Context: an optimization exercise on an open-source flow, tuned for small area, a short achievable clock period and few clock cycles. The choices shown serve that exercise and are no tape-out recipe.
Function was checked by simulation only, so behaviour that the tests miss may differ from the original.
Power is estimated from default activity; no workload was simulated.

## design/flow/flow/run.sh

```bash
#!/bin/bash
set -euo pipefail
bash standard.sh "BUFFER_PORTS_ARGS=-buffer_cell sky130_fd_sc_hd__buf_2" finish > standard.log 2>&1
```

## design/flow/config.mk

```make
export PLATFORM = sky130hd
export DESIGN_NAME = ege_rqcc
export DESIGN_NICKNAME = ege_rqcc
export VERILOG_FILES = /design/flow/design.v
export SDC_FILE = /design/flow/constraint.sdc
export NUM_CORES = 4
export LEC_CHECK = 0
export CAP_MARGIN = 20
export CORE_MARGIN = 2
export CORE_UTILIZATION = 60
export CTS_BUF_LIST = sky130_fd_sc_hd__clkbuf_4 sky130_fd_sc_hd__clkbuf_8
export SETUP_SLACK_MARGIN = 5
export SLEW_MARGIN = 20
```

## design/flow/standard.sh

```bash
#!/bin/bash
# synth_recipe.tcl (not shown) runs the flow's synth.tcl, then flattens the netlist and writes it again
# the make line also repeats each setting of config.mk as NAME=value (left out here)
make -C /OpenROAD-flow-scripts/flow DESIGN_CONFIG=/design/flow/config.mk WORK_HOME=/design/flow/orfs CLKGATE_MAP_FILE= SYNTH_SCRIPT=/design/flow/synth_recipe.tcl "${@:-finish}"
```

## design/flow/constraint.sdc

```tcl
create_clock -name core_clock -period 10.0 [get_ports {clk}]
set_input_delay 2.0000 -clock core_clock [delete_from_list [all_inputs] [get_ports {clk}]]
set_output_delay 2.0000 -clock core_clock [all_outputs]
set_load 0.01 [all_outputs]
```

## design/flow/design.v

```verilog
module ege_rqcc (
    input  wire         clk,
    input  wire         rst,           
    input  wire         req_valid,
    input  wire         req_agent,     
    input  wire [127:0] req_word,
    output wire         req_ready,
    output wire         rsp_valid,
    output wire [127:0] rsp_word,
    output wire         fault_valid,
    output wire [3:0]   fault_cause,
    output wire         fault_agent,
    output wire [127:0] fault_req
);
    localparam OP_PUSH       = 4'h0;
    localparam OP_POP        = 4'h1;
    localparam OP_ENC_BEGIN  = 4'h2;
    localparam OP_PUSH_CLEAR = 4'h3;
    localparam OP_PUSH_RECT  = 4'h4;
    localparam OP_ENC_SEAL   = 4'h5;
    localparam OP_ENC_SIZE   = 4'h6;
    localparam OP_DECODE     = 4'h7;
    localparam OP_DECODE_N   = 4'h8;
    localparam OP_FB_READ    = 4'h9;
    localparam F_ILLEGAL    = 4'd1;
    localparam F_BAD_UNIT   = 4'd2;
    localparam F_PORT       = 4'd3;
    localparam F_NOT_WRITE  = 4'd5;
    localparam F_OVERFLOW   = 4'd6;
    localparam F_BAD_LENGTH = 4'd7;
    localparam F_FB_INDEX   = 4'd8;
    localparam F_UNWRITTEN  = 4'd9;
    integer i, j;
    reg          ready_q;
    reg          rsp_valid_q;
    reg  [127:0] rsp_q;
    reg          fault_q;
    reg  [3:0]   cause_q;
    reg          fagent_q;
    reg  [31:0]  q_slot [0:5];         
    reg  [2:0]   q_rd   [0:1];
    reg  [2:0]   q_wr   [0:1];
    reg  [1:0]   q_fl;                 
    reg  [1:0]   q_em;                 
    reg  [1023:0] mem;                 
    reg  [6:0]   cursor [0:1];
    reg  [15:0]  c_hot  [0:1];         
    reg  [3:0]   r_hot  [0:1];         
    reg  [6:0]   hw     [0:1];         
    reg  [3:0]   nrec   [0:1];         
    reg  [7:0]   rtype  [0:1];         
    reg  [1:0]   writable;
    reg  [1:0]   room_c;              
    reg  [1:0]   room_r;              
    reg  [511:0] snap;                
    reg  [7:0]   fb_rect;             
    reg  [5:0]   fb_pos [1:7];
    reg  [3:0]   fb_count;
    reg          e_busy;
    reg          e_buf;
    reg  [6:0]   e_pos;
    reg  [6:0]   e_len;
    reg  [3:0]   e_n;                 
    reg          e_ph;
    reg  [7:0]   k_op;                
    reg          k_exh, k_unw0, k_tr5, k_tr14, k_uw5, k_uw14;
    wire [3:0]   op     = req_word[3:0];
    wire [7:0]   unit   = req_word[15:8];
    wire [7:0]   layer  = req_word[23:16];
    wire [31:0]  val    = req_word[63:32];
    wire         ub     = unit[0];
    wire         accept = req_valid && ready_q;
    wire is_push   = (op == OP_PUSH);
    wire is_pop    = (op == OP_POP);
    wire is_begin  = (op == OP_ENC_BEGIN);
    wire is_rec    = (op == OP_PUSH_CLEAR) || (op == OP_PUSH_RECT);
    wire is_rect   = (op == OP_PUSH_RECT);
    wire is_seal   = (op == OP_ENC_SEAL);
    wire is_size   = (op == OP_ENC_SIZE);
    wire is_dec    = (op == OP_DECODE);
    wire is_decn   = (op == OP_DECODE_N);
    wire is_fbr    = (op == OP_FB_READ);
    wire         f_rsv  = (req_word[7:4] != 4'd0) || (req_word[31:24] != 8'd0);
    wire         f_lnz  = (layer != 8'd0);
    wire         f_vnz  = (val != 32'd0);
    wire         f_xnz  = (req_word[127:64] != 64'd0);
    wire         f_opbad = (op > OP_FB_READ);
    wire         f_v0    = is_pop || is_begin || is_seal || is_size || is_dec;
    wire         f_illegal = f_rsv || f_opbad ||
                             (!is_rect && (f_lnz || f_xnz)) ||
                             (f_v0 && f_vnz) ||
                             (is_fbr && (unit != 8'd0));
    wire         f_unit = (op <= OP_DECODE_N) && (unit[7:1] != 7'd0);
    reg          f_port;
    always @(*) begin
        case (op)
            OP_PUSH:       f_port = (req_agent != ub);
            OP_POP:        f_port = (req_agent == ub);
            OP_ENC_BEGIN,
            OP_PUSH_CLEAR,
            OP_PUSH_RECT,
            OP_ENC_SEAL:   f_port = req_agent;
            OP_DECODE,
            OP_DECODE_N,
            OP_FB_READ:    f_port = !req_agent;
            default:       f_port = 1'b0;
        endcase
    end
    wire [6:0]   cur     = cursor[ub];
    wire [7:0]   c5_0    = {1'b0, cursor[0]} + 8'd5;
    wire [7:0]   c5_1    = {1'b0, cursor[1]} + 8'd5;
    wire [7:0]   c14_0   = {1'b0, cursor[0]} + 8'd14;
    wire [7:0]   c14_1   = {1'b0, cursor[1]} + 8'd14;
    wire [7:0]   cur_end = is_rect ? (ub ? c14_1 : c14_0) : (ub ? c5_1 : c5_0);
    wire [1:0]   hw_up   = {cursor[1] > hw[1], cursor[0] > hw[0]};
    wire         f_nwr  = is_rec && !writable[ub];
    wire         f_ovf  = is_rec && !(is_rect ? room_r[ub] : room_c[ub]);
    wire         f_len  = is_decn && (val > 32'd64);
    wire         f_idx  = is_fbr && ((val[31:4] != 28'd0) || (val[3:0] >= fb_count));
    wire [3:0]   f_cause = f_illegal ? F_ILLEGAL    :
                           f_unit    ? F_BAD_UNIT   :
                           f_port    ? F_PORT       :
                           f_nwr     ? F_NOT_WRITE  :
                           f_ovf     ? F_OVERFLOW   :
                           f_len     ? F_BAD_LENGTH :
                           f_idx     ? F_FB_INDEX   : 4'd0;
    wire         f_any  = f_illegal | f_unit | f_port | f_nwr | f_ovf | f_len | f_idx;
    wire [2:0]   qr      = q_rd[ub];
    wire [2:0]   qw      = q_wr[ub];
    wire         q_full  = q_fl[ub];
    wire         q_empty = q_em[ub];
    wire [2:0]   qr1     = {qr[1:0], qr[2]};
    wire [2:0]   qw1     = {qw[1:0], qw[2]};
    wire [31:0]  q_front = ub ? (({32{qr[0]}} & q_slot[3]) | ({32{qr[1]}} & q_slot[4]) | ({32{qr[2]}} & q_slot[5]))
                              : (({32{qr[0]}} & q_slot[0]) | ({32{qr[1]}} & q_slot[1]) | ({32{qr[2]}} & q_slot[2]));
    wire [3:0]   nr      = nrec[ub];
    wire         dec_ff  = (nr > 4'd8);
    wire [3:0]   dec_n   = dec_ff ? 4'd8 : nr;
    wire [7:0]   rt      = rtype[ub];
    reg  [5:0]   dpos0 [1:7];
    reg  [5:0]   dpos1 [1:7];
    reg  [7:0]   pc0, pc1;
    always @(*) begin
        pc0 = 8'd0;
        pc1 = 8'd0;
        for (i = 1; i < 8; i = i + 1) begin
            pc0 = pc0 + {7'd0, rtype[0][i - 1]};
            pc1 = pc1 + {7'd0, rtype[1][i - 1]};
            dpos0[i] = 6'd5 * i[5:0] + 6'd9 * pc0[5:0];    
            dpos1[i] = 6'd5 * i[5:0] + 6'd9 * pc1[5:0];
        end
    end
    wire [127:0] recv = is_rect ? {16'd0, req_word[127:64], val, layer, 8'h01}
                                : {88'd0, val, 8'h00};
    wire [3:0]   c_lo = cur[3:0];
    wire [255:0] recv2 = {recv, recv} << (8 * c_lo);
    wire [127:0] lane_w = recv2[255:128];    
    wire [15:0]  ch = c_hot[ub];
    wire [3:0]   rh = r_hot[ub];
    reg  [15:0]  lane_on;                    
    reg  [3:0]   lane_row [0:15];            
    reg          on5, on14, wrap;
    integer      li, lj;
    always @(*) begin
        for (li = 0; li < 16; li = li + 1) begin
            on5 = 1'b0;
            on14 = 1'b0;
            for (lj = 0; lj < 14; lj = lj + 1) begin
                if (lj < 5)
                    on5 = on5 | ch[(li - lj + 16) % 16];
                on14 = on14 | ch[(li - lj + 16) % 16];
            end
            lane_on[li] = is_rect ? on14 : on5;
            wrap = 1'b0;                     
            for (lj = li + 1; lj < 16; lj = lj + 1)
                wrap = wrap | ch[lj];
            lane_row[li] = wrap ? {rh[2:0], rh[3]} : rh;
        end
    end
    wire wr_go = accept && is_rec;
    wire         dec_go  = accept && is_dec;
    wire         decn_go = accept && is_decn;    
    wire         cp_go   = dec_go || decn_go;
    wire [2:0]   fi      = val[2:0];
    reg  [5:0]   fpos;
    always @(*) begin
        fpos = 6'd0;
        for (i = 1; i < 8; i = i + 1)
            if (fi == i)
                fpos = fb_pos[i];
    end
    wire         frect   = fb_rect[fi];
    wire [5:0]   wp      = e_busy ? e_pos[5:0] : fpos;    
    reg  [127:0] sbank;                      
    reg  [1:0]   rd_row;
    always @(*) begin
        for (i = 0; i < 16; i = i + 1) begin
            rd_row = wp[5:4] + ((i[3:0] < wp[3:0]) ? 2'd1 : 2'd0);
            sbank[8*i +: 8] = snap[8*{rd_row, i[3:0]} +: 8];
        end
    end
    wire [255:0] sbank2 = {sbank, sbank} >> (8 * wp[3:0]);
    wire [111:0] win    = sbank2[111:0];     
    wire         s_act = e_busy && !fault_q;
    wire [6:0]   e_hw    = (cursor[e_buf] > hw[e_buf]) ? cursor[e_buf] : hw[e_buf];
    wire         k_rect  = k_op[0];
    wire         t_exh   = k_exh;
    wire         t_unw0  = k_unw0;
    wire         t_bad   = (k_op[7:1] != 7'd0);
    wire         t_trunc = k_rect ? k_tr14 : k_tr5;
    wire         t_fbf   = e_n[3];
    wire         t_unw1  = k_rect ? k_uw14 : k_uw5;
    wire         t_stop  = t_exh | t_unw0 | t_bad | t_trunc | t_fbf | t_unw1;
    wire         t_fault = !t_exh && (t_unw0 || (!t_bad && !t_trunc && !t_fbf && t_unw1));
    wire [1:0]   t_reason = t_exh ? 2'd0 : t_bad ? 2'd2 : t_trunc ? 2'd1 : 2'd3;
    wire         s_take   = s_act && e_ph && !t_stop;
    wire         s_last   = e_ph && t_stop;
    wire         s_fault  = s_act && e_ph && t_stop && t_fault;
    wire         s_answer = s_act && e_ph && t_stop && !t_fault;
    wire         x_fb  = is_fbr;
    wire         x_pop = is_pop && !q_empty;
    wire         x_rec = is_rec;
    wire         x_cur = is_seal || is_size;
    wire         x_dec = is_dec;
    wire [127:0] rsp_x;
    assign rsp_x[0]      = !((is_push && q_full) || (is_pop && q_empty));
    assign rsp_x[3:1]    = 3'd0;
    assign rsp_x[5:4]    = {2{x_dec && dec_ff}};
    assign rsp_x[7:6]    = 2'd0;
    assign rsp_x[8]      = x_fb && frect;
    assign rsp_x[15:9]   = 7'd0;
    assign rsp_x[23:16]  = {8{x_fb && frect}} & win[15:8];
    assign rsp_x[31:24]  = 8'd0;
    assign rsp_x[63:32]  = ({32{x_fb && frect}}  & win[47:16]) |
                           ({32{x_fb && !frect}} & win[39:8]) |
                           ({32{x_pop}} & q_front) |
                           ({32{x_rec}} & {25'd0, cur_end[6:0]}) |
                           ({32{x_cur}} & {25'd0, cur}) |
                           ({32{x_dec}} & {28'd0, dec_n});
    assign rsp_x[127:64] = {64{x_fb && frect}} & win[111:48];
    assign req_ready   = ready_q;
    assign rsp_valid   = rsp_valid_q;
    assign rsp_word    = rsp_q;
    assign fault_valid = fault_q;
    assign fault_cause = cause_q;
    assign fault_agent = fagent_q;
    assign fault_req   = {128{fault_q}} & snap[127:0];    
    wire         acc_fault = accept && f_any;
    wire         fault_n   = fault_q || acc_fault || s_fault;
    wire         busy_n    = decn_go ? 1'b1 : (s_act && s_last) ? 1'b0 : e_busy;
    wire         ready_n   = !fault_n && !busy_n;
    always @(posedge clk) begin
        for (j = 0; j < 128; j = j + 1)
            if (wr_go && (j / 64 == ub) && lane_on[j % 16] && lane_row[j % 16][(j / 16) % 4])
                mem[8*j +: 8] <= lane_w[8 * (j % 16) +: 8];
    end
    always @(posedge clk) begin
        for (j = 0; j < 6; j = j + 1)
            if (accept && is_push && !q_full && (j / 3 == ub) && qw[j % 3])
                q_slot[j] <= val;
    end
    always @(posedge clk) begin
        if (!fault_q && (acc_fault || s_fault))
            snap[127:0] <= acc_fault ? req_word
                         : {64'd0, 25'd0, e_len, 16'd0, 7'd0, e_buf, 4'd0, OP_DECODE_N};
        else if (cp_go)
            snap[127:0] <= ub ? mem[639:512] : mem[127:0];
        if (cp_go)
            snap[511:128] <= ub ? mem[1023:640] : mem[511:128];
        if (dec_go) begin
            fb_rect <= rt;
            for (j = 1; j < 8; j = j + 1)
                fb_pos[j] <= ub ? dpos1[j] : dpos0[j];
        end
        if (s_take) begin
            fb_rect[e_n[2:0]] <= k_rect;
            for (j = 1; j < 8; j = j + 1)
                if (e_n[2:0] == j)
                    fb_pos[j] <= e_pos[5:0];
        end
    end
    always @(posedge clk) begin
        if (s_answer)
            rsp_q <= {92'd0, e_n, 26'd0, t_reason, 4'b0001};
        else
            rsp_q <= rsp_x;
    end
    always @(posedge clk) begin
        if (rst) begin
            ready_q     <= 1'b1;
            rsp_valid_q <= 1'b0;
            fault_q     <= 1'b0;
            cause_q     <= 4'd0;
            fagent_q    <= 1'b0;
            q_rd[0]     <= 3'b001;
            q_rd[1]     <= 3'b001;
            q_wr[0]     <= 3'b001;
            q_wr[1]     <= 3'b001;
            q_fl        <= 2'b00;
            q_em        <= 2'b11;
            c_hot[0]    <= 16'd1;
            c_hot[1]    <= 16'd1;
            r_hot[0]    <= 4'd1;
            r_hot[1]    <= 4'd1;
            cursor[0]   <= 7'd0;
            cursor[1]   <= 7'd0;
            hw[0]       <= 7'd0;
            hw[1]       <= 7'd0;
            nrec[0]     <= 4'd0;
            nrec[1]     <= 4'd0;
            writable    <= 2'b00;
            room_c      <= 2'b11;
            room_r      <= 2'b11;
            fb_count    <= 4'd0;
            e_busy      <= 1'b0;
        end else begin
            ready_q     <= ready_n;
            rsp_valid_q <= (accept && !f_any && !is_decn) || s_answer;
            e_busy      <= busy_n;
            if (!fault_q) begin
                if (acc_fault) begin
                    fault_q  <= 1'b1;
                    cause_q  <= f_cause;
                    fagent_q <= req_agent;
                end else if (s_fault) begin
                    fault_q  <= 1'b1;
                    cause_q  <= F_UNWRITTEN;
                    fagent_q <= 1'b1;
                end
            end
            if (accept) begin
                if (is_push && !q_full) begin
                    q_wr[ub] <= qw1;
                    q_em[ub] <= 1'b0;
                    q_fl[ub] <= (qw1 == qr);
                end
                if (is_pop && !q_empty) begin
                    q_rd[ub] <= qr1;
                    q_fl[ub] <= 1'b0;
                    q_em[ub] <= (qr1 == qw);
                end
                if (is_begin) begin
                    cursor[ub]   <= 7'd0;
                    if (hw_up[ub])
                        hw[ub]   <= cur;
                    writable[ub] <= 1'b1;
                    room_c[ub]   <= 1'b1;
                    room_r[ub]   <= 1'b1;
                    c_hot[ub]    <= 16'd1;
                    r_hot[ub]    <= 4'd1;
                    nrec[ub]     <= 4'd0;
                    rtype[ub]    <= 8'd0;
                end
                if (is_rec) begin
                    cursor[ub] <= cur_end[6:0];
                    room_c[ub] <= (cur_end <= 8'd59);
                    c_hot[ub]  <= 16'd1 << cur_end[3:0];
                    r_hot[ub]  <= 4'd1 << cur_end[5:4];
                    room_r[ub] <= (cur_end <= 8'd50);
                    nrec[ub]   <= nr + 4'd1;
                    if (!nr[3])
                        rtype[ub][nr[2:0]] <= is_rect;
                end
                if (is_seal)
                    writable[ub] <= 1'b0;
            end
            if (dec_go)
                fb_count <= dec_n;
            if (decn_go) begin
                e_buf    <= ub;
                e_pos    <= 7'd0;
                e_len    <= val[6:0];
                e_n      <= 4'd0;
                e_ph     <= 1'b0;
            end else if (s_act) begin
                e_ph     <= !e_ph;
                k_op     <= win[7:0];
                k_exh    <= (e_pos >= e_len);
                k_unw0   <= (e_pos >= e_hw);
                k_tr5    <= ({1'b0, e_pos} + 8'd5  > {1'b0, e_len});
                k_tr14   <= ({1'b0, e_pos} + 8'd14 > {1'b0, e_len});
                k_uw5    <= ({1'b0, e_pos} + 8'd5  > {1'b0, e_hw});
                k_uw14   <= ({1'b0, e_pos} + 8'd14 > {1'b0, e_hw});
                if (s_take) begin
                    e_pos    <= e_pos + (k_rect ? 7'd14 : 7'd5);
                    e_n      <= e_n + 4'd1;
                end
                if (s_answer)
                    fb_count <= e_n;
            end
        end
    end
endmodule
```

==> results of run 1 <==
[state kept, by name (all words and copies together) (netlist names), 6 cells and up, named ones only]
register / cells
mem: 1024
snap: 512
q_slot: 192
rsp_q: 108
fb_pos: 42
c_hot: 32
rtype: 16
cursor: 14
hw: 14
fb_rect: 8
k_op: 8
nrec: 8
r_hot: 8
e_len: 7
e_pos: 7
q_rd: 6
q_wr: 6
[Yosys cell counts, types with 31 or more instances]
cell	number
sky130_fd_sc_hd__edfxtp_1	1866
sky130_fd_sc_hd__nand2_1	637
sky130_fd_sc_hd__nor2_1	627
sky130_fd_sc_hd__mux2i_1	464
sky130_fd_sc_hd__mux2_2	434
sky130_fd_sc_hd__a21oi_1	362
sky130_fd_sc_hd__clkbuf_1	331
sky130_fd_sc_hd__o21ai_0	281
sky130_fd_sc_hd__a22oi_1	196
sky130_fd_sc_hd__dfxtp_1	182
sky130_fd_sc_hd__and2_1	181
sky130_fd_sc_hd__ha_1	177
sky130_fd_sc_hd__mux4_2	147
sky130_fd_sc_hd__inv_1	100
sky130_fd_sc_hd__nand3_1	95
sky130_fd_sc_hd__a31oi_1	94
sky130_fd_sc_hd__and3_1	70
sky130_fd_sc_hd__o22ai_1	64
sky130_fd_sc_hd__xnor2_1	62
sky130_fd_sc_hd__buf_1	60
sky130_fd_sc_hd__a211oi_1	58
sky130_fd_sc_hd__buf_2	58
sky130_fd_sc_hd__nor2b_1	57
sky130_fd_sc_hd__nor3_1	50
sky130_fd_sc_hd__o211ai_1	41
sky130_fd_sc_hd__a221o_1	39
sky130_fd_sc_hd__nand2b_1	39
sky130_fd_sc_hd__nor4_1	32
sky130_fd_sc_hd__nand4_1	31
[cell families after synthesis]
| group | count (synthesis) |
|---|---|
| compound gates | 1372 |
| xor+xnor | 85 |
| fa+ha+maj | 188 |
| buf+inv | 590 |
| flops | 2048 |
| mux | 1048 |
| other cells | 1 |
| simple gates | 1882 |
[worst paths after layout]
kind | slack (ps) | to | start | depth (start not counted)
min | 450 | snap[469] | mem[469] | 1
min reg2reg | 450 | snap[469] | mem[469] | 1
max reg2reg | 4980 | fb_pos[7][5] | rtype[0][1] | 24
max | 4590 | mem[515] | req_word[8] | 10
[per-stage QoR]
step | worst slack, ps | utilization, % | area, sq um
floorplan | 3390 | - | 96800
finish | 4590 | 71.2 | 113000
global placement | 2350 | 63.3 | 100000
detailed placement | 2260 | 63.4 | 101000
CTS | 4780 | 69.6 | 110000
global route | 4600 | 71.2 | 113000
[routing by layer]
metal  global-route usage, %  share of wire, %  wire length, um
met1                    59.2                35           132000
met2                    64.2                42           157000
met3                    17.1                15            57200
met4                    32.3               8.5            32200
met5                       0             0.068              258
[report_power, final]
group          switching, mW  internal, mW  total [mW]
logic                   3.74          2.22        5.97
registers              0.209          9.61        9.82
clock network           3.38          3.77        7.15
total                   7.33          15.6        22.9
[cell type report]
type,count,share of cell area (%)
Sequential cell,2048,52.9
Multi-Input combinational cell,4597,33.3
Timing Repair Buffer,782,5.38
Clock buffer,459,5.03
Tap cell,2072,2.30
Clock inverter,134,0.612
Inverter,109,0.440
Antenna cell,35,0.0776
Timing Repair inverter,3,0.0366
[worst max-delay path, stage by stage]
cell and delay, ps:
sky130_fd_sc_hd__buf_12 330, sky130_fd_sc_hd__mux2_2 420, sky130_fd_sc_hd__clkinv_2 50, sky130_fd_sc_hd__buf_4 420, sky130_fd_sc_hd__mux2i_2 690, sky130_fd_sc_hd__nand2_1 170
sky130_fd_sc_hd__nand3_1 140, sky130_fd_sc_hd__nor2_1 50, sky130_fd_sc_hd__a31oi_1 1030, sky130_fd_sc_hd__o21ai_0 660
[timing repair]
| action | 4_1_cts | 5_1_grt |
|---|---|---|
| gates resized for setup | 442 | 325 |
| pin swaps | 114 | 113 |
| gates cloned | 12 | 1 |
| setup buffers | 139 | 93 |
| setup endpoints to repair | 2571 | 1613 |
==> out/summary.log, run 1 <==
INFO  status         outcome=timing/DRC/antenna clean
INFO  power_and_ir_drop leakagePower=40.8nW
INFO  yosys          yosys.cell_types.count=106
INFO  die            die-height=404um
INFO  clocking       clk_pin_slew=60ps
INFO  yosys          post_synth_xor_area_fraction=0.777%
INFO  clocking       clockBufferDepth=4
INFO  critical_path  path_max_fanout=68
INFO  critical_path  cp.arrival=6070ps
INFO  timing         fin_setup_tns=0ps
INFO  power_and_ir_drop pd_cells=203mW/mm^2
INFO  timing         final.min_clock_period=5410ps
INFO  yosys          syn-instance-count=7,214
INFO  timing         period_share=54.1%
INFO  yosys          complex_gate_fraction_of_the_synthesized_area=9.46%
INFO  clocking       cts_root_buf=sky130_fd_sc_hd__clkbuf_8
INFO  clocking       cts_tree=done
INFO  global_route   pin_count_of_the_biggest_net_entering_global_routing=139
INFO  global_route   grt_pass1_wl=514,000um
INFO  yosys          syn-mean-instance-area=13.3squm
INFO  die            floorplan.die.width=404um
INFO  timing         grt_setup_unrepaired=yes
INFO  cells_and_area fillerInstances=10,752
INFO  timing         fin_worst_skew=116ps
INFO  routing        finalWirelength=379,000um
INFO  die            coreArea=0.159sqmm
INFO  die            die_area=0.163sqmm
INFO  placement      detailedPlacementHpwl=269,000um
INFO  routing        wl_per_cell=37.0um
INFO  timing         tightest_slew=1430ps
INFO  yosys          yosys.area_share.adder=2.54%
INFO  clocking       ctsHtreeMaxLevel=5
INFO  critical_path  worst-endpoint-required=10,660ps
INFO  power_and_ir_drop post-layout-total-power=22.9mW
INFO  clocking       post_cts_hold_buffer_count=0
INFO  clocking       clock_insertion_delay_worst_skew=1140ps
INFO  global_route   grt_pass1_vias=65,892
INFO  yosys          ys.flop_type=sky130_fd_sc_hd__edfxtp_1
INFO  yosys          post_synth_and_or_nand_nor_area_fraction=8.95%
INFO  yosys          post_synth_main_area_contributors=sky130_fd_sc_hd__edfxtp_1 58%, sky130_fd_sc_hd__mux2_2 5.1%, sky130_fd_sc_hd__mux2i_1 4.8%
INFO  timing         setup_viol_count_final=0
INFO  critical_path  setup.worst_path.end_class=flip-flop
INFO  yosys          yosysTopAreaCell=sky130_fd_sc_hd__edfxtp_1
INFO  yosys          yosys-mux-area-fraction=13.5%
INFO  cells_and_area num-nets-final=8,201
INFO  routing        route.detailed.drc=0
INFO  global_route   grt_antenna_before_repair=57
INFO  yosys          synth-edff-count=1,866
INFO  routing        ant_nets=0
INFO  global_route   track_usage=45.9%
INFO  yosys          synth.cell_area=0.0958sqmm
INFO  cells_and_area most_common_cell_after_layout_fill_and_taps_aside=sky130_fd_sc_hd__edfxtp_1
INFO  yosys          synth-async-reset-ratio=0%
INFO  die            num_rows=146
INFO  power_and_ir_drop ir_worst_vdd=161uV
INFO  worst_hold_path min-delay-path-class=flip-flop to flip-flop
INFO  timing         normalized_max_slew_margin=4.24%
INFO  clocking       number_of_buffers_added_by_the_clock_tree_synthesis_step=340
INFO  yosys          synth-seq-cells=2,048
INFO  clocking       clock-sinks=2,048
INFO  cells_and_area ff_latch_area=0.0597sqmm
INFO  die            start_util=60.4%
INFO  routing        drt-initial-drc-count=11,938
INFO  timing         final-max-slew-violation-count=0
INFO  yosys          main_combinational_cell_family_by_area_after_synthesis=multiplexers
INFO  yosys          synthesis.yosys.warnings=6
INFO  job            maxCapViolCount=0
INFO  cells_and_area final_layout_size_suffix_gt1_share=31.1%
INFO  placement      numPlacedInstances=9,365
INFO  timing         hold_viol=0
INFO  yosys          seq_area_frac_synth=62.3%
INFO  cells_and_area layout-area-overhead-vs-synth=17.8%
INFO  critical_path  setup.worst_path.class=input pin to flip-flop
INFO  placement      gp_routability_congestion=1.06
INFO  placement      port_buffers=375
INFO  yosys          post-synth-top-area-fraction=58.5%
INFO  routing        routed_via_density=6.93
INFO  cells_and_area final_cells=10,239
INFO  die            io_pins=396
INFO  cells_and_area area_of_the_multi_input_gates=0.0375sqmm
INFO  cells_and_area final_cell_mix=1,866 x sky130_fd_sc_hd__edfxtp_1, 597 x sky130_fd_sc_hd__nand2_1, 535 x sky130_fd_sc_hd__nor2_1
INFO  global_route   grt-ovfl-total=0
INFO  timing         fmax=185MHz
INFO  routing        first_pass_iters=7
INFO  critical_path  crit_path_start_kind=input pin
INFO  routing        count_of_vias_placed_by_the_detailed_router=70,965
INFO  timing         hold_ws=452ps
Testbench counts, summed over its fixed seeds: cycles 8,638.
==> run 2, diff against run 1 <==
--- a/design/flow/design.v
+++ b/design/flow/design.v
@@ -182,24 +182,31 @@
     wire         decn_go = accept && is_decn;    
     wire         cp_go   = dec_go || decn_go;
     wire [2:0]   fi      = val[2:0];
-    reg  [5:0]   fpos;
+    wire         frect   = fb_rect[fi];
+    reg  [5:0]   ep;
+    integer      wi, wj;
+    reg  [15:0]  ewrap [0:8];
+    reg  [5:0]   epos  [0:8];
     always @(*) begin
-        fpos = 6'd0;
-        for (i = 1; i < 8; i = i + 1)
-            if (fi == i)
-                fpos = fb_pos[i];
+        for (wi = 0; wi < 9; wi = wi + 1) begin
+            ep = (wi == 8) ? e_pos[5:0] : (wi == 0) ? 6'd0 : fb_pos[wi];
+            epos[wi] = ep;
+            for (wj = 0; wj < 16; wj = wj + 1)
+                ewrap[wi][wj] = (wj < ep[3:0]);
+        end
     end
-    wire         frect   = fb_rect[fi];
-    wire [5:0]   wp      = e_busy ? e_pos[5:0] : fpos;    
+    wire [3:0]   wsel    = e_busy ? 4'd8 : {1'b0, fi};    
+    wire [5:0]   wpos    = epos[wsel];
+    wire [15:0]  wwrap   = ewrap[wsel];
+    wire [1:0]   wr0     = wpos[5:4];
+    wire [1:0]   wr1     = wpos[5:4] + 2'd1;
+    wire [3:0]   wrot    = wpos[3:0];
     reg  [127:0] sbank;                      
-    reg  [1:0]   rd_row;
     always @(*) begin
-        for (i = 0; i < 16; i = i + 1) begin
-            rd_row = wp[5:4] + ((i[3:0] < wp[3:0]) ? 2'd1 : 2'd0);
-            sbank[8*i +: 8] = snap[8*{rd_row, i[3:0]} +: 8];
-        end
+        for (i = 0; i < 16; i = i + 1)
+            sbank[8*i +: 8] = snap[8*{(wwrap[i] ? wr1 : wr0), i[3:0]} +: 8];
     end
-    wire [255:0] sbank2 = {sbank, sbank} >> (8 * wp[3:0]);
+    wire [255:0] sbank2 = {sbank, sbank} >> (8 * wrot);
     wire [111:0] win    = sbank2[111:0];     
     wire         s_act = e_busy && !fault_q;
     wire [6:0]   e_hw    = (cursor[e_buf] > hw[e_buf]) ? cursor[e_buf] : hw[e_buf];
--- a/design/flow/config.mk
+++ b/design/flow/config.mk
@@ -7,7 +7,7 @@
 export LEC_CHECK = 0
 export CAP_MARGIN = 20
 export CORE_MARGIN = 2
-export CORE_UTILIZATION = 60
+export CORE_UTILIZATION = 50
 export CTS_BUF_LIST = sky130_fd_sc_hd__clkbuf_4 sky130_fd_sc_hd__clkbuf_8
 export SETUP_SLACK_MARGIN = 5
 export SLEW_MARGIN = 20
==> run 2 against run 1 <==
Non-clock buffer count shrank 4. Worst hold slack better by 28 ps. Cell count grew 15%. Register-to-register slack better by 30 ps. Highest routed layer unchanged. Die area up 24%. Sequential power is essentially flat. Routed wire length rose by 24%. Flip-flop and latch count is the same. Global-route usage is 0.85 points lower.
==> out/summary.log, run 2 <==
INFO  routing        route.detailed.drc=0
INFO  timing         grt_setup_unrepaired=yes
INFO  critical_path  crit_path_start_kind=input pin
INFO  yosys          synth.cell_area=0.0990sqmm
INFO  routing        drt-initial-drc-count=12,757
INFO  timing         final.min_clock_period=5190ps
INFO  cells_and_area largest_register_ffs=1,024
INFO  clocking       cts_root_buf=sky130_fd_sc_hd__clkbuf_8
INFO  clocking       clock-sinks=2,048
INFO  yosys          syn-mean-instance-area=12.1squm
INFO  timing         final-max-slew-violation-count=0
INFO  clocking       clockBufferDepth=4
INFO  routing        finalWirelength=471,000um
INFO  worst_hold_path min-delay-path-class=flip-flop to flip-flop
INFO  clocking       clock_insertion_delay_worst_skew=1130ps
INFO  timing         period_share=51.9%
INFO  clocking       post_cts_hold_buffer_count=0
INFO  timing         tightest_slew=1290ps
INFO  timing         normalized_max_slew_margin=13.7%
INFO  power_and_ir_drop leakagePower=42.2nW
INFO  routing        wl_per_cell=40.0um
INFO  global_route   grt_antenna_before_repair=61
INFO  power_and_ir_drop pd_cells=205mW/mm^2
INFO  critical_path  cpPeakStageDelay=950ps
INFO  power_and_ir_drop p_int=15.5mW
INFO  critical_path  worst_path_max_delay_cell=sky130_fd_sc_hd__mux2i_1
INFO  global_route   grt_pass1_vias=72,879
INFO  critical_path  buffering_stage_count_on_the_worst_path_with_inverters_included=2
INFO  cells_and_area final_cell_mix=1,866 x sky130_fd_sc_hd__edfxtp_1, 799 x sky130_fd_sc_hd__nor2_1, 777 x sky130_fd_sc_hd__nand2_1
INFO  yosys          synth-seq-cells=2,048
INFO  timing         fmax=193MHz
INFO  timing         fin_worst_skew=112ps
INFO  power_and_ir_drop p_switching=8.25mW
INFO  critical_path  ff2ff_setup_slack=5010ps
INFO  timing         setup_viol_count_final=0
INFO  die            die-height=449um
INFO  die            start_util=50.3%
INFO  critical_path  setup.worst_path.class=input pin to flip-flop
INFO  placement      detailedPlacementHpwl=337,000um
INFO  power_and_ir_drop ir_worst_vdd=168uV
INFO  die            die_area=0.202sqmm
INFO  global_route   pin_count_of_the_biggest_net_entering_global_routing=150
INFO  critical_path  worst-endpoint-required=10,780ps
INFO  yosys          synth_most_common_cell=sky130_fd_sc_hd__edfxtp_1
INFO  yosys          post_synth_main_area_contributors=sky130_fd_sc_hd__edfxtp_1 57%, sky130_fd_sc_hd__mux2i_1 5.6%, sky130_fd_sc_hd__mux2_2 5.1%
INFO  status         outcome=timing/DRC/antenna clean
INFO  cells_and_area most_common_cell_after_layout_fill_and_taps_aside=sky130_fd_sc_hd__edfxtp_1
INFO  yosys          ys.flop_type=sky130_fd_sc_hd__edfxtp_1
INFO  timing         worst_path_setup_slack_after_routing=4810ps
INFO  power_and_ir_drop seqPwrFrac=42.0%
INFO  critical_path  cp_top_family=simple AND/OR/NAND/NOR gates
INFO  critical_path  path_max_fanout=14
INFO  die            coreArea=0.197sqmm
INFO  yosys          yosysTopAreaCell=sky130_fd_sc_hd__edfxtp_1
INFO  critical_path  critical_path.cell_chain=buf_2 > nor4_4 > and4_1 > nand3_1 > or4_4 > a221oi_4 > a41oi_2 > buf_8 > mux2i_1 > a21oi_1
INFO  clocking       clk_pin_slew=60ps
INFO  routing        count_of_vias_placed_by_the_detailed_router=79,372
INFO  placement      gp_routability_congestion=1.09
INFO  cells_and_area largestRegisters=mem x1024, snap x512, q_slot x192
INFO  yosys          yosys.cell_types.count=103
INFO  die            io_pins=396
INFO  power_and_ir_drop switching_share=34.7%
INFO  yosys          synthesis.yosys.warnings=8
INFO  power_and_ir_drop pwr-share-clk=31.4%
INFO  routing        first_pass_iters=11
INFO  yosys          synth-edff-count=1,866
INFO  critical_path  setup.worst_path.end_class=flip-flop
INFO  cells_and_area num-nets-final=9,140
INFO  global_route   grt-ovfl-total=0
INFO  routing        ant_nets=0
INFO  die            num_rows=163
INFO  cells_and_area final_layout_size_suffix_gt1_share=25.6%
INFO  yosys          seq_area_frac_synth=60.3%
INFO  global_route   grt_pass1_wl=619,000um
INFO  power_and_ir_drop power.share.combinational=26.6%
INFO  job            maxCapViolCount=0
INFO  yosys          synth_top_cells_by_count=1,866 x sky130_fd_sc_hd__edfxtp_1, 917 x sky130_fd_sc_hd__nor2_1, 795 x sky130_fd_sc_hd__nand2_1
INFO  routing        routed_via_density=6.74
INFO  placement      preCtsSetupSlack=1520ps
INFO  critical_path  cp.arrival=5960ps
INFO  cells_and_area layout-area-overhead-vs-synth=17.2%
INFO  global_route   track_usage=45.0%
INFO  timing         hold_viol=0
INFO  clocking       ctsHtreeMaxLevel=5
INFO  placement      port_buffers=375
INFO  yosys          synth-async-reset-ratio=0%
INFO  clocking       number_of_buffers_added_by_the_clock_tree_synthesis_step=354
INFO  yosys          post-synth-top-area-fraction=56.6%
INFO  yosys          syn-instance-count=8,215
INFO  clocking       cts_tree=done
INFO  cells_and_area largest_register=mem
INFO  die            floorplan.die.width=449um
INFO  timing         fin_setup_tns=0ps
run 2: final cells by class:
class | instances | area, sq um
Fill cell | 16226 | 81000
Sequential cell | 2048 | 59700
Multi-Input combinational cell | 5501 | 39800
Clock buffer | 485 | 5940
Timing Repair Buffer | 778 | 5850
Tap cell | 2640 | 3300
Clock inverter | 132 | 756
Inverter | 152 | 598
Antenna cell | 40 | 100
run 2: kinds of logic (layout without fill, tap and decap cells):
| logic type | count (synthesis) | after routing | share of synthesized area, % |
|---|---|---|---|
| AND/OR/NAND/NOR | 2430 | 2434 | 10.9 |
| flip-flops | 2048 | 2048 | 60.3 |
| AO/OA/AOI/OAI | 1756 | 1762 | 11.8 |
| multiplexers | 1013 | 1013 | 11.0 |
| buffers and inverters | 695 | 1547 | 2.84 |
| adder cells (fa/ha/maj) | 175 | 175 | 2.27 |
| XOR/XNOR | 97 | 97 | 0.866 |
| other | 1 | 60 | 0.00379 |
run 2: worst paths after layout:
check | endpoint | cells after the start | from
max | snap[33] | 10 | req_word[21]
min | cause_q[2] | 2 | cause_q[2]
max reg2reg | fb_pos[7][5] | 22 | rtype[1][2]
min reg2reg | cause_q[2] | 2 | cause_q[2]
run 2: stage by stage:
stage                     total power, mW  util [%]  hold slack, ps  std cells  cell area, sq um
after detailed placement             15.3      53.2             464      10951            105000
after floorplan                      12.7         -             435       8234             99500
after global placement               15.3      53.1             459      10946            105000
after CTS                            23.1      58.1             478      11677            114000
after global routing                 24.2      58.9             492      11752            116000
final                                23.8      58.9             479      11776            116000
run 2: repair_timing:
action                      CTS  global route
setup endpoints to repair  1805          1314
gates resized for setup     392           187
gates cloned                 10            13
setup buffers                99            44
pin swaps                    54            26
run 2: power by group through the flow:
stage | combinational (mW) | clock (mW) | sequential (mW)
3_5_place_dp | 5.15 | 0 | 10.1
2_1_floorplan | 2.79 | 0 | 9.88
3_3_place_gp | 5.12 | 0 | 10.1
5_1_grt | 6.33 | 7.84 | 9.98
6_report | 6.32 | 7.46 | 10.0
4_1_cts | 5.69 | 7.48 | 9.96
run 2: tightest hold or removal path: cells and delay by family (launching register included):
kind / cells / cell delay (ps)
flops: 1 / 300
compound gates: 2 / 130
run 2: routing by layer:
layer  up-vias  part of all wire (%)  track usage, %
met3      1429                    13            13.3
met4         8                    11            38.9
met1     39455                    36            57.6
li1      32374                     -               -
met5         -                 0.012               0
met2      6106                    40            62.2
Testbench counts of run 2, summed over its fixed seeds: cycles 8,638.
==> run 3, diff against run 2 <==
==> design/flow/flow/run.sh (replaced) <==
#!/bin/bash
set -euo pipefail
bash standard.sh SETUP_SLACK_MARGIN=5.25 "BUFFER_PORTS_ARGS=-buffer_cell sky130_fd_sc_hd__buf_2" finish > standard.log 2>&1
--- a/design/flow/config.mk
+++ b/design/flow/config.mk
@@ -7,7 +7,6 @@
 export LEC_CHECK = 0
 export CAP_MARGIN = 20
 export CORE_MARGIN = 2
-export CORE_UTILIZATION = 50
+export CORE_UTILIZATION = 55
 export CTS_BUF_LIST = sky130_fd_sc_hd__clkbuf_4 sky130_fd_sc_hd__clkbuf_8
-export SETUP_SLACK_MARGIN = 5
 export SLEW_MARGIN = 20
==> run 3 against run 2 <==
Non-clock buffer count increased by 25. Total power grew 1.2%. Design area up 1.0%. Cell count is 2.3% lower. Flip-flop and latch count unchanged. Synthesized area unchanged. Clock power grew 2%. Critical path type unchanged. Critical endpoint is now snap[17].
==> out/summary.log, run 3 <==
INFO  status         outcome=timing/DRC/antenna clean
INFO  critical_path  worst_path_max_delay_cell=sky130_fd_sc_hd__mux4_2
INFO  global_route   grt-ovfl-total=0
INFO  timing         fmax=201MHz
INFO  global_route   grt_pass1_vias=74,039
INFO  yosys          post_synth_main_area_contributors=sky130_fd_sc_hd__edfxtp_1 57%, sky130_fd_sc_hd__mux2i_1 5.6%, sky130_fd_sc_hd__mux2_2 5.1%
INFO  global_route   pin_count_of_the_biggest_net_entering_global_routing=155
INFO  clocking       clockBufferDepth=4
INFO  yosys          synthesis.yosys.warnings=8
INFO  timing         fin_worst_skew=115ps
INFO  routing        route.detailed.drc=0
INFO  cells_and_area fillerInstances=13,155
INFO  critical_path  setup.worst_path.end_class=flip-flop
INFO  die            die_area=0.183sqmm
INFO  cells_and_area most_common_cell_after_layout_fill_and_taps_aside=sky130_fd_sc_hd__edfxtp_1
INFO  cells_and_area final_cell_mix=1,866 x sky130_fd_sc_hd__edfxtp_1, 774 x sky130_fd_sc_hd__nor2_1, 767 x sky130_fd_sc_hd__nand2_1
INFO  routing        first_pass_iters=10
INFO  cells_and_area layout-area-overhead-vs-synth=18.4%
INFO  global_route   grt_pass1_wl=609,000um
INFO  critical_path  cp.arrival=5890ps
INFO  yosys          yosysTopAreaCell=sky130_fd_sc_hd__edfxtp_1
INFO  global_route   grt_antenna_before_repair=74
INFO  critical_path  rr_startpoint=e_busy
INFO  clocking       clock_insertion_delay_worst_skew=1170ps
INFO  placement      port_buffers=375
INFO  yosys          syn-instance-count=8,215
INFO  routing        ant_nets=0
INFO  die            die-height=428um
INFO  placement      numPlacedInstances=10,650
INFO  timing         final-max-slew-violation-count=0
INFO  die            io_pins=396
INFO  critical_path  critical_path.cell_chain=buf_2 > nor2_2 > nand2_2 > inv_4 > mux4_2 > o21a_1 > and2_1 > a41oi_4 > and2_4 > buf_12 > nand2_1 > o21ai_0
INFO  yosys          synth-edff-count=1,866
INFO  clocking       cts_tree=done
INFO  yosys          synth-seq-cells=2,048
INFO  yosys          synth_most_common_cell=sky130_fd_sc_hd__edfxtp_1
INFO  placement      detailedPlacementHpwl=330,000um
INFO  routing        count_of_vias_placed_by_the_detailed_router=80,326
INFO  clocking       ctsHtreeMaxLevel=5
INFO  timing         hold_viol=0
INFO  timing         grt_setup_unrepaired=yes
INFO  clocking       clk_pin_slew=60ps
INFO  timing         final.min_clock_period=4980ps
INFO  critical_path  timing.reg2reg.worst_path_depth=14
INFO  timing         period_share=49.8%
INFO  die            start_util=55.4%
INFO  cells_and_area largest_register_ffs=1,024
INFO  critical_path  cpPeakStageDelay=550ps
INFO  worst_hold_path hold_depth=2
INFO  cells_and_area final_cells=11,508
INFO  yosys          synth_top_cells_by_count=1,866 x sky130_fd_sc_hd__edfxtp_1, 917 x sky130_fd_sc_hd__nor2_1, 795 x sky130_fd_sc_hd__nand2_1
INFO  timing         setup_viol_count_final=0
INFO  critical_path  crit_path_start_kind=input pin
INFO  cells_and_area largestRegisters=mem x1024, snap x512, q_slot x192
INFO  power_and_ir_drop leakagePower=42.6nW
INFO  clocking       clock-sinks=2,048
INFO  worst_hold_path holdCritStartpoint=cause_q[1]
INFO  job            maxCapViolCount=0
INFO  yosys          yosys.cell_types.count=103
INFO  cells_and_area largest_register=mem
INFO  die            coreArea=0.179sqmm
INFO  critical_path  worst-endpoint-required=10,900ps
INFO  clocking       post_cts_hold_buffer_count=0
INFO  critical_path  setup.worst_path.class=input pin to flip-flop
INFO  routing        finalWirelength=459,000um
INFO  placement      gp_routability_congestion=1.09
INFO  yosys          syn-mean-instance-area=12.1squm
INFO  yosys          synth.cell_area=0.0990sqmm
INFO  critical_path  regToRegEndpoint=rsp_q[35]
INFO  cells_and_area ff_latch_area=0.0597sqmm
INFO  yosys          seq_area_frac_synth=60.3%
INFO  routing        wl_per_cell=39.9um
INFO  routing        routed_via_density=6.98
INFO  critical_path  ff2ff_setup_slack=5180ps
INFO  power_and_ir_drop pd_cells=205mW/mm^2
INFO  yosys          ys.flop_type=sky130_fd_sc_hd__edfxtp_1
INFO  cells_and_area area_of_the_multi_input_gates=0.0410sqmm
INFO  die            floorplan.die.width=428um
INFO  yosys          synth-async-reset-ratio=0%
INFO  cells_and_area final_layout_size_suffix_gt1_share=27.3%
INFO  global_route   track_usage=48.5%
INFO  timing         tightest_slew=1120ps
INFO  timing         fin_setup_tns=0ps
INFO  routing        drt-initial-drc-count=13,465
INFO  clocking       number_of_buffers_added_by_the_clock_tree_synthesis_step=344
INFO  die            num_rows=155
INFO  timing         normalized_max_slew_margin=24.7%
INFO  yosys          post-synth-top-area-fraction=56.6%
INFO  worst_hold_path timing.hold.worst_endpoint=cause_q[1]
INFO  cells_and_area num-nets-final=9,153
INFO  worst_hold_path min-delay-path-class=flip-flop to flip-flop
INFO  critical_path  path_max_fanout=57
INFO  clocking       cts_root_buf=sky130_fd_sc_hd__clkbuf_8
INFO  power_and_ir_drop ir_worst_vdd=158uV
==> run 3: cell counts after synthesis <==
Identical to the previous run, type by type.
==> run 3: cells by family after synthesis <==
kind of cell | Yosys count | share of synthesized area [%]
buf+inv | 695 | 2.84
mux | 1013 | 11.0
simple gates | 2430 | 10.9
other cells | 1 | 0.00379
compound gates | 1756 | 11.8
flops | 2048 | 60.3
xor+xnor | 97 | 0.866
fa+ha+maj | 175 | 2.27
==> run 3: final cells by class <==
cell class / instances / area share [%]
sequential: 2048 / 50.9
inverter: 152 / 0.509
clock buffer: 457 / 4.82
tap: 2355 / 2.51
timing repair buffer: 803 / 5.21
multi-input combinational: 5499 / 34.9
antenna: 53 / 0.113
clock inverter: 141 / 0.969
==> run 3: worst max-delay path by stage <==
| stage | start | cells after the start | slack, ps | endpoint |
|---|---|---|---|---|
| 3_3_place_gp | req_word[34] | 13 | 2010 | rsp_q[46] |
| 4_1_cts | req_word[33] | 16 | 5200 | rsp_q[46] |
| 2_1_floorplan | req_word[3] | 7 | 3370 | snap[0] |
| 5_1_grt | req_word[34] | 13 | 5030 | rsp_q[33] |
| 6_report | req_word[0] | 12 | 5020 | snap[17] |
| 3_5_place_dp | req_word[34] | 12 | 1900 | k_op[4] |
==> run 3: metal layers <==
layer	part of all wire (%)	track usage, %	up-vias
met5	0.049	0	-
met4	9.8	37.4	30
met3	15	18.2	1715
met2	41	68.4	6820
met1	34	60.4	39359
li1	-	-	32402
==> run 3: worst max-delay path: cells and delay by family <==
kind            cells  cell delay, ps
mux                 1             550
buf+inv             3             860
simple gates        5            1640
compound gates      3             760
==> run 3: timing repair <==
action | in CTS | in global routing
pin swaps | 66 | 58
setup endpoints to repair | 2694 | 905
gates cloned | 15 | 8
buffers inserted | 116 | 68
gates resized for setup | 573 | 268
==> run 3: where the power goes <==
group | total, mW | leakage (nW) | internal [mW] | switching, mW
Sequential | 9.99 | 18.7 | 9.62 | 0.365
Clock | 7.61 | 3.57 | 4.18 | 3.43
Combinational | 6.47 | 20.3 | 2.03 | 4.45
==> run 3: metrics by stage <==
stage               power, mW  area, sq um  hold WS (ps)  utilization (%)  setup WS, ps
finish                   24.1       117000           477             65.6          5020
floorplan                12.7        99400           435                -          3370
CTS                      23.3       115000           482             64.4          5200
global placement         15.2       104000           448             58.3          2010
detailed placement       15.2       104000           462             58.3          1900
global route             24.4       117000           499             65.6          5030
==> run 4, diff against run 3 <==
--- a/design/flow/design.v
+++ b/design/flow/design.v
@@ -49,6 +49,7 @@
     reg  [6:0]   hw     [0:1];         
     reg  [3:0]   nrec   [0:1];         
     reg  [7:0]   rtype  [0:1];         
+    reg  [5:0]   rpos   [0:13];        
     reg  [1:0]   writable;
     reg  [1:0]   room_c;              
     reg  [1:0]   room_r;              
@@ -137,19 +138,6 @@
     wire         dec_ff  = (nr > 4'd8);
     wire [3:0]   dec_n   = dec_ff ? 4'd8 : nr;
     wire [7:0]   rt      = rtype[ub];
-    reg  [5:0]   dpos0 [1:7];
-    reg  [5:0]   dpos1 [1:7];
-    reg  [7:0]   pc0, pc1;
-    always @(*) begin
-        pc0 = 8'd0;
-        pc1 = 8'd0;
-        for (i = 1; i < 8; i = i + 1) begin
-            pc0 = pc0 + {7'd0, rtype[0][i - 1]};
-            pc1 = pc1 + {7'd0, rtype[1][i - 1]};
-            dpos0[i] = 6'd5 * i[5:0] + 6'd9 * pc0[5:0];    
-            dpos1[i] = 6'd5 * i[5:0] + 6'd9 * pc1[5:0];
-        end
-    end
     wire [127:0] recv = is_rect ? {16'd0, req_word[127:64], val, layer, 8'h01}
                                 : {88'd0, val, 8'h00};
     wire [3:0]   c_lo = cur[3:0];
@@ -277,7 +265,7 @@
         if (dec_go) begin
             fb_rect <= rt;
             for (j = 1; j < 8; j = j + 1)
-                fb_pos[j] <= ub ? dpos1[j] : dpos0[j];
+                fb_pos[j] <= rpos[7 * ub + j - 1];
         end
         if (s_take) begin
             fb_rect[e_n[2:0]] <= k_rect;
@@ -367,6 +355,9 @@
                     nrec[ub]   <= nr + 4'd1;
                     if (!nr[3])
                         rtype[ub][nr[2:0]] <= is_rect;
+                    for (j = 1; j < 8; j = j + 1)
+                        if (nr == j - 1)
+                            rpos[7 * ub + j - 1] <= cur_end[5:0];
                 end
                 if (is_seal)
                     writable[ub] <= 1'b0;
==> design/flow/flow/run.sh (replaced) <==
#!/bin/bash
set -euo pipefail
bash standard.sh SETUP_SLACK_MARGIN=5.5 "BUFFER_PORTS_ARGS=-buffer_cell sky130_fd_sc_hd__buf_2" finish > standard.log 2>&1
--- a/design/flow/config.mk
+++ b/design/flow/config.mk
@@ -7,6 +7,6 @@
 export LEC_CHECK = 0
 export CAP_MARGIN = 20
 export CORE_MARGIN = 2
-export CORE_UTILIZATION = 55
+export CORE_UTILIZATION = 60
 export CTS_BUF_LIST = sky130_fd_sc_hd__clkbuf_4 sky130_fd_sc_hd__clkbuf_8
 export SLEW_MARGIN = 20
==> run 4 against run 3 <==
Register-to-register slack improved by 90 ps. Critical path depth rose by 5. Routed wire length is 0.16% lower. Via count grew 4.2%. Total power grew 9.2%. Synthesized cell count fell by 1.3%. Global-route usage up 3.5 points. Worst hold slack improved by 20 ps. Non-clock buffer count up 213. Critical endpoint is now rsp_q[90].
==> out/summary.log, run 4 <==
INFO  status         outcome=timing/DRC/antenna clean
INFO  critical_path  crit_path_start_kind=input pin
INFO  critical_path  setup.worst_path.end_class=flip-flop
INFO  global_route   met2_usage=68.8%
INFO  yosys          syn-mean-instance-area=12.3squm
INFO  cells_and_area final_layout_size_suffix_gt1_share=31.7%
INFO  timing         setup_viol_count_final=0
INFO  clocking       number_of_buffers_added_by_the_clock_tree_synthesis_step=354
INFO  timing         period_share=50.8%
INFO  clocking       clockBufferDepth=4
INFO  yosys          synth_most_common_cell=sky130_fd_sc_hd__edfxtp_1
INFO  yosys          synth-seq-cells=2,132
INFO  timing         worst_path_setup_slack_after_routing=4920ps
INFO  routing        routed_via_density=7.30
INFO  cells_and_area layout-area-overhead-vs-synth=22.9%
INFO  placement      port_buffers=375
INFO  job            maxCapViolCount=0
INFO  cells_and_area most_common_cell_after_layout_fill_and_taps_aside=sky130_fd_sc_hd__edfxtp_1
INFO  placement      post_detailed_placement_cell_area=0.104sqmm
INFO  yosys          synth.cell_area=0.0997sqmm
INFO  clocking       ctsHtreeMaxLevel=5
INFO  clocking       cts_tree=done
INFO  placement      preCtsSetupSlack=2110ps
INFO  placement      detailedPlacementHpwl=305,000um
INFO  placement      gp_routability_congestion=1.18
INFO  yosys          yosysTopAreaCell=sky130_fd_sc_hd__edfxtp_1
INFO  yosys          synth-async-reset-ratio=0%
INFO  die            die-height=412um
INFO  critical_path  path_max_fanout=8
INFO  cells_and_area largest_register=mem
INFO  cells_and_area final_cell_mix=1,950 x sky130_fd_sc_hd__edfxtp_1, 826 x sky130_fd_sc_hd__nor2_1, 741 x sky130_fd_sc_hd__nand2_1
INFO  routing        drt-initial-drc-count=17,555
INFO  critical_path  worst_path_max_delay_cell=sky130_fd_sc_hd__nand4_1
INFO  cells_and_area finalInstanceArea=0.123sqmm
INFO  worst_hold_path min-delay-path-class=flip-flop to flip-flop
INFO  cells_and_area fillerInstances=10,565
INFO  cells_and_area final_cells=11,461
INFO  yosys          syn-instance-count=8,110
INFO  timing         final-max-slew-violation-count=0
INFO  global_route   grt_pass1_wl=601,000um
INFO  global_route   grt_use_met3=26.6%
INFO  timing         final.min_clock_period=5080ps
INFO  timing         tightest_slew=1250ps
INFO  cells_and_area final_core_utilization=74.3%
INFO  routing        ant_nets=0
INFO  yosys          yosys.cell_types.count=116
INFO  yosys          seq_area_frac_synth=62.4%
INFO  placement      numPlacedInstances=10,330
INFO  yosys          post-synth-top-area-fraction=58.7%
INFO  die            floorplan.die.width=412um
INFO  critical_path  cp.arrival=6020ps
INFO  die            num_rows=149
INFO  cells_and_area largest_register_ffs=1,024
INFO  critical_path  worst-endpoint-required=10,940ps
INFO  yosys          synth_top_cells_by_count=1,950 x sky130_fd_sc_hd__edfxtp_1, 964 x sky130_fd_sc_hd__nor2_1, 780 x sky130_fd_sc_hd__nand2_1
INFO  global_route   grt-ovfl-total=0
INFO  global_route   track_usage=52.0%
INFO  timing         fin_setup_tns=0ps
INFO  routing        wl_per_cell=40.0um
INFO  routing        count_of_vias_placed_by_the_detailed_router=83,710
INFO  timing         fmax=197MHz
INFO  global_route   highest_utilization_routing_layer_at_the_global_route_stage=met2
INFO  power_and_ir_drop leakagePower=44.0nW
INFO  clocking       clk_pin_slew=60ps
INFO  power_and_ir_drop ir_worst_vdd=179uV
INFO  global_route   grt_pass1_vias=74,514
INFO  power_and_ir_drop pd_cells=215mW/mm^2
INFO  critical_path  critical_path.cell_chain=buf_16 > buf_12 > nor4b_4 > buf_4 > a221oi_4 > and2_4 > buf_12 > buf_16 > nor2_4 > buf_4 > a22oi_2 > nand4_1 > o21ai_2 > mux2i_4 > mux2i_1 > nor2_1 > nor3_1
INFO  die            die_area=0.169sqmm
INFO  yosys          synth-edff-count=1,950
INFO  timing         hold_viol=0
INFO  critical_path  cpPeakStageDelay=740ps
INFO  timing         hold_ws=497ps
INFO  clocking       cts_root_buf=sky130_fd_sc_hd__clkbuf_8
INFO  global_route   grt_use_met1=64.2%
INFO  die            io_pins=396
INFO  cells_and_area area_of_the_multi_input_gates=0.0410sqmm
INFO  die            coreArea=0.165sqmm
INFO  critical_path  setup.worst_path.class=input pin to flip-flop
INFO  yosys          ys.flop_type=sky130_fd_sc_hd__edfxtp_1
INFO  global_route   pin_count_of_the_biggest_net_entering_global_routing=138
INFO  global_route   grt_antenna_before_repair=53
INFO  cells_and_area ff_latch_area=0.0622sqmm
INFO  timing         grt_setup_unrepaired=yes
INFO  clocking       post_cts_hold_buffer_count=0
INFO  yosys          post_synth_main_area_contributors=sky130_fd_sc_hd__edfxtp_1 59%, sky130_fd_sc_hd__mux2i_1 5.4%, sky130_fd_sc_hd__mux2_2 5.2%
INFO  power_and_ir_drop post-layout-total-power=26.3mW
INFO  routing        route.detailed.drc=0
INFO  clocking       clock-sinks=2,132
INFO  timing         normalized_max_slew_margin=16.8%
INFO  timing         fin_worst_skew=86.7ps
INFO  die            start_util=60.4%
INFO  routing        finalWirelength=458,000um
INFO  clocking       clock_insertion_delay_worst_skew=1100ps
INFO  yosys          synthesis.yosys.warnings=6
INFO  routing        first_pass_iters=17
INFO  cells_and_area largestRegisters=mem x1024, snap x512, q_slot x192
INFO  cells_and_area num-nets-final=9,198
-- run 4: cell count changes after synthesis, sizes merged, moves of 49 or more --
| cell | delta |
|---|---|
| nor3 | +62 |
| xnor2 | -49 |
| ha | -69 |
| clkbuf | -57 |
| inv | -69 |
| edfxtp | +84 |
| buf | +63 |
| nor2 | +53 |
| o221ai | +62 |
-- run 4: cell type report --
cell class | instances | share of cell area, %
Clock buffer | 475 | 4.78
Timing Repair Buffer | 1016 | 7.68
Tap cell | 2189 | 2.24
Sequential cell | 2132 | 50.8
Antenna cell | 46 | 0.0939
Clock inverter | 137 | 0.700
Multi-Input combinational cell | 5381 | 33.5
Inverter | 85 | 0.285
-- run 4: cell families (layout without fill, tap and decap cells) --
logic type / after synthesis / count (layout) / share of synthesized area (%)
other: 1 / 66 / 0.00376
AOI/OAI and AO/OA: 1649 / 1649 / 10.8
and+or+nand+nor: 2545 / 2561 / 11.5
adders and majority gates: 96 / 96 / 1.21
xor gates and xnor gates: 29 / 29 / 0.277
DFF: 2132 / 2132 / 62.4
buffers and inverters: 634 / 1713 / 2.76
muxes: 1024 / 1026 / 11.1
-- run 4: power breakdown --
part	switching [mW]	total (mW)	internal, mW
sequential	0.377	10.4	10.0
clock	3.54	7.56	4.02
combinational	5.38	8.32	2.94
total	9.30	26.3	17.0
-- run 4: what timing repair did --
action	4_1_cts	5_1_grt
resized for setup	780	394
cloned	46	9
setup endpoints to repair	2812	1854
buffers inserted	270	144
pin swaps	152	124
-- run 4: worst paths after layout --
| kind | startpoint | end | slack, ps | cells past startpoint |
|---|---|---|---|---|
| max | req_word[33] | rsp_q[90] | 4920 | 17 |
| min | cause_q[2] | cause_q[2] | 500 | 2 |
| max reg2reg | e_pos[1] | rsp_q[51] | 5270 | 14 |
| min reg2reg | cause_q[2] | cause_q[2] | 500 | 2 |
-- run 4: critical path: cells and delay by family --
| kind | cells | cell delay, ps |
|---|---|---|
| and+or+nand+nor | 6 | 1470 |
| AOI/OAI and AO/OA | 3 | 1130 |
| buffers and inverters | 6 | 940 |
| muxes | 2 | 460 |
-- run 4: per-layer routing --
metal | vias to the layer above | part of all wire, %
met5 | - | 0.21
met4 | 38 | 9.9
met3 | 2211 | 19
met2 | 8638 | 39
met1 | 40207 | 32
li1 | 32616 | -
Testbench counts of run 4, summed over its fixed seeds: cycles 8,638.

[what the ideal ports hide]
How much do the figures lean on ideal ports? The routed layouts below were timed once more, with nothing changed but the port constraints. Step 1 assumes that a clkbuf_16 drives the clock port and a buf_2 every other input. Step 2 moves the port delays by t, midway between the first and last clock arrival at a register: inputs arrive t later, outputs are due t later. That takes back most of the time a late clock gives input paths. a / b / c = no drivers / after step 1 / after step 2; a / b = the first two.
| run | shift t [ns] | slack for setup (ns) | hold WS [ns] |
|---|---|---|---|
| run 1 | 1.167 | 4.587 / 4.609 / 3.443 | 0.452 / 0.452 / 0.452 |
| run 2 | 1.176 | 4.814 / 4.742 / 3.566 | 0.479 / 0.479 / 0.479 |
| run 3 | 1.200 | 5.016 / 4.890 / 3.690 | 0.477 / 0.477 / 0.477 |
| run 4 | 1.155 | 4.919 / 4.799 / 3.643 | 0.497 / 0.497 / 0.497 |
After both steps every run listed still meets setup and hold. For run 3, which loses most, drivers alone change the setup slack by -0.126 ns; drivers and shift together by -1.326 ns.
